Source: an optimization exercise on an open RTL-to-GDS flow (aim: small area, a short achievable clock period and few clock cycles). Production flows keep margins and buffers that such runs may drop. The RTL was checked by simulation tests, not by an equivalence proof against the original design. Power and IR drop assume default switching activity.

## north
Design palert_dec, start of the top module:
module palert_dec (
    input             clk,
    input             rst,           
    input      [15:0] cfg_poly,      
    input      [15:0] cfg_init,      
    input      [31:0] cfg_sync,      
    input      [5:0]  cfg_crc_off,   
    input             cfg_tbo,       
    input             req_valid,
    output            req_ready,
    input             req_write,
    input             req_pkt,       
    input      [6:0]  req_addr,
    input      [31:0] req_wdata,
    output reg        rsp_valid,
    output reg [31:0] rsp_data
);
export LEC_CHECK = 0
export CAP_MARGIN = 40
export CORE_MARGIN = 2
export CORE_UTILIZATION = 60
export CTS_CLUSTER_DIAMETER = 100
export CTS_CLUSTER_SIZE = 30
export SLEW_MARGIN = 20
create_clock -name core_clock -period 12.0 [get_ports {clk}]
standard.sh (not shown) runs the stock make flow with config.mk's settings and CLKGATE_MAP_FILE= SYNTH_SCRIPT=/design/flow/synth_recipe.tcl, a recipe that flattens the netlist after the stock synthesis.
==> flow/flow/run.sh <==
#!/bin/bash
# Standard layout with two changes to how it is optimised:
# - the repair steps aim for more setup slack than the 12 ns constraint
#   asks (the constraint itself is unchanged), so the achieved period shrinks;
# - ports are buffered with buf_4 instead of the delay buffer buffer_ports
#   picks by default, which footprint-matched resizing can never swap out.
set -euo pipefail
export SETUP_SLACK_MARGIN=8.8
export TNS_END_PERCENT=100
export BUFFER_PORTS_ARGS="-buffer_cell sky130_fd_sc_hd__buf_4"
bash standard.sh > standard.log 2>&1
Testbench counts of north, summed over its fixed seeds: cycles 14,855.
--- input diff north..south ---
diff --git a/flow/flow/run.sh b/flow/flow/run.sh
--- a/flow/flow/run.sh
+++ b/flow/flow/run.sh
@@ -8,2 +8,2 @@
-export SETUP_SLACK_MARGIN=8.8
-export TNS_END_PERCENT=100
+export SETUP_SLACK_MARGIN=9.0
+export TNS_END_PERCENT=20
## What came out
- north: all stages complete, timing, DRC and antenna checks passed
- south closes out successfully: all stages finished, all timing, DRC and antenna checks passed.
- south vs. north: final wirelength shrank by 0.65%, cell area has decreased, average via count per standard cell barely changed.
- Relative to north, the count of filler cells inserted in the layout measured on south has increased slightly.
- south: post-cts gate resize count higher than north
- south vs. north: first-pass GRT wire length closely matched the old numbers; post-layout worst setup margin decreased by 3.4 ps relative to the old numbers; total power decreased by about 0.8% relative to the old numbers; total number of nets in the final design decreased by about 0.55% relative to the old numbers.

* * *

Setup of wip/raven:
palert_dec, a different RTL version from the one above (not shown whole).
Size in the first run: ~4400 cells after synthesis, about 150 I/O pins, ~0.062 mm² of cells after synthesis.
Design palert_dec, start of the top module:
module palert_dec (
    input             clk,
    input             rst,           
    input      [15:0] cfg_poly,      
    input      [15:0] cfg_init,      
    input      [31:0] cfg_sync,      
    input      [5:0]  cfg_crc_off,   
    input             cfg_tbo,       
    input             req_valid,
    output            req_ready,
    input             req_write,
    input             req_pkt,       
    input      [6:0]  req_addr,
    input      [31:0] req_wdata,
    output reg        rsp_valid,
    output reg [31:0] rsp_data
);
    localparam [2:0] R_CMD = 3'd0, R_STATUS = 3'd1, R_CFG = 3'd2, R_OFF = 3'd3,
                     R_LEN = 3'd4, R_PLEN = 3'd5, R_VAL = 3'd6, R_CRC = 3'd7;
    localparam [2:0] RC_OK = 3'd0, RC_CORRUPT = 3'd1, RC_INVALID = 3'd2,
                     RC_UNKSEL = 3'd3, RC_ILLEGAL = 3'd4;
    localparam [1:0] M_CRC = 2'd0, M_M4C = 2'd1, M_TBL = 2'd2, M_SYNC = 2'd3;
    reg [7:0]  ln0 [0:31];    
    reg [7:0]  ln1 [0:31];    
    reg [7:0]  ln2 [0:31];    
    reg [7:0]  ln3 [0:31];    
    reg [15:0] off_r;
    reg [16:0] len_r;
    reg [16:0] plen_r;
    reg [31:0] val_r;
  ...
Settings: LEC_CHECK=0, CAP_MARGIN=10, CORE_MARGIN=2, CORE_UTILIZATION=60, CTS_CLUSTER_DIAMETER=70, CTS_CLUSTER_SIZE=30, SLEW_MARGIN=20; clock period 12.0 ns.
==> flow/flow/run.sh <==
#!/bin/bash
# Standard layout with two changes to how it is optimised:
# - the repair steps aim for more setup slack than the 12 ns constraint
#   asks (the constraint itself is unchanged), so the achieved period shrinks;
# - ports are buffered with buf_4 instead of the delay buffer buffer_ports
#   picks by default, which footprint-matched resizing can never swap out.
set -euo pipefail
export SETUP_SLACK_MARGIN=9.0
export TNS_END_PERCENT=20
export BUFFER_PORTS_ARGS="-buffer_cell sky130_fd_sc_hd__buf_4"
bash standard.sh > standard.log 2>&1
Testbench counts of wip/raven, summed over its fixed seeds: cycles 14,855.
The following lists how wip/lagoon was set up differently from wip/raven:
- CAP_MARGIN now 40, was 10
==> comparison <==
The met2 demand-to-capacity share in global routing of wip/raven and that of wip/lagoon are within noise of each other.
[wip/lagoon] detailed-route vias per instance fell 0.031 relative to wip/raven
wip/lagoon against wip/raven: cell area after layout shows an increase of about 1%, fraction of area in registers decreased 0.60 points, clock buffer count in the final layout decreased 3.3%, power per unit of standard cell area shrank by about 1.7%.
Changes in wip/fjord relative to wip/lagoon:
- swapping 40 for 10 in CAP_MARGIN
- putting ABC_CLOCK_PERIOD_IN_PS at 2500 where nothing was set
--- outcome ---
- From wip/lagoon to wip/fjord the numbers moved as follows: final setup TNS held, multi-input gate count comparable, final worst-path cycle share moved down, total power draw has increased.
- Compare wip/fjord and wip/lagoon | combinational share of power higher: wip/lagoon
- A end point of the critical path of vb[7] is what wip/fjord shows, while vb[1] belongs to wip/lagoon.
- Compared to wip/lagoon, wip/fjord shows a wider setup margin.
- Higher clock period minus worst slack among wip/fjord and wip/lagoon: wip/lagoon
- wip/fjord | status: complete | timing, DRC, antenna: pass
- wip/fjord against wip/lagoon: share of cells above drive strength 1 went down 0.80 points, design area went down 1.0%, number of buffers on the longest clock path held.
- Utilization came out lower on wip/fjord than on wip/lagoon.
Edits applied to the flow inputs when going from wip/fjord to wip/xenon:
- a change of ABC_CLOCK_PERIOD_IN_PS from 2500 to 3500
[summary]
- Reported for wip/fjord and wip/xenon, number of placed I/O pins turned out identical to the last digit.
- Reported for wip/fjord and wip/xenon, number of vias in the routed layout turned out identical to the last digit.
- From wip/xenon to wip/fjord, die area did not move at all.

what the ideal ports hide:
The results above use ideal ports. As a check the final layouts listed here were re-extracted and re-timed, cells and wires unchanged.
Step 1: set_driving_cell puts a clkbuf_16 on clk and a buf_2 on each other input, an assumption about the parent block.
Step 2 times the ports against the registers' clock, not the clock port: input delays grow and output delays shrink by t, the midpoint of the rising clock arrivals with the driver on.
Slacks: ideal ports / drivers / drivers and shift; pairs: ideal ports / drivers.
run	t (ns)	setup slack, ns	clock arrival spread, ns	worst slew at a driven data input, ns
north	0.797	8.419 / 8.341 / 7.908	0.043 / 0.043	0.10
south	0.795	8.415 / 8.342 / 7.945	0.052 / 0.052	0.07
wip/raven	0.753	8.324 / 8.324 / 7.799	0.063 / 0.062	0.05
wip/lagoon	0.757	8.293 / 8.293 / 7.839	0.061 / 0.060	0.07
wip/fjord	0.753	8.324 / 8.324 / 7.799	0.063 / 0.062	0.05
wip/xenon	0.753	8.324 / 8.324 / 7.799	0.063 / 0.062	0.05
After both steps every run listed still meets setup and hold.
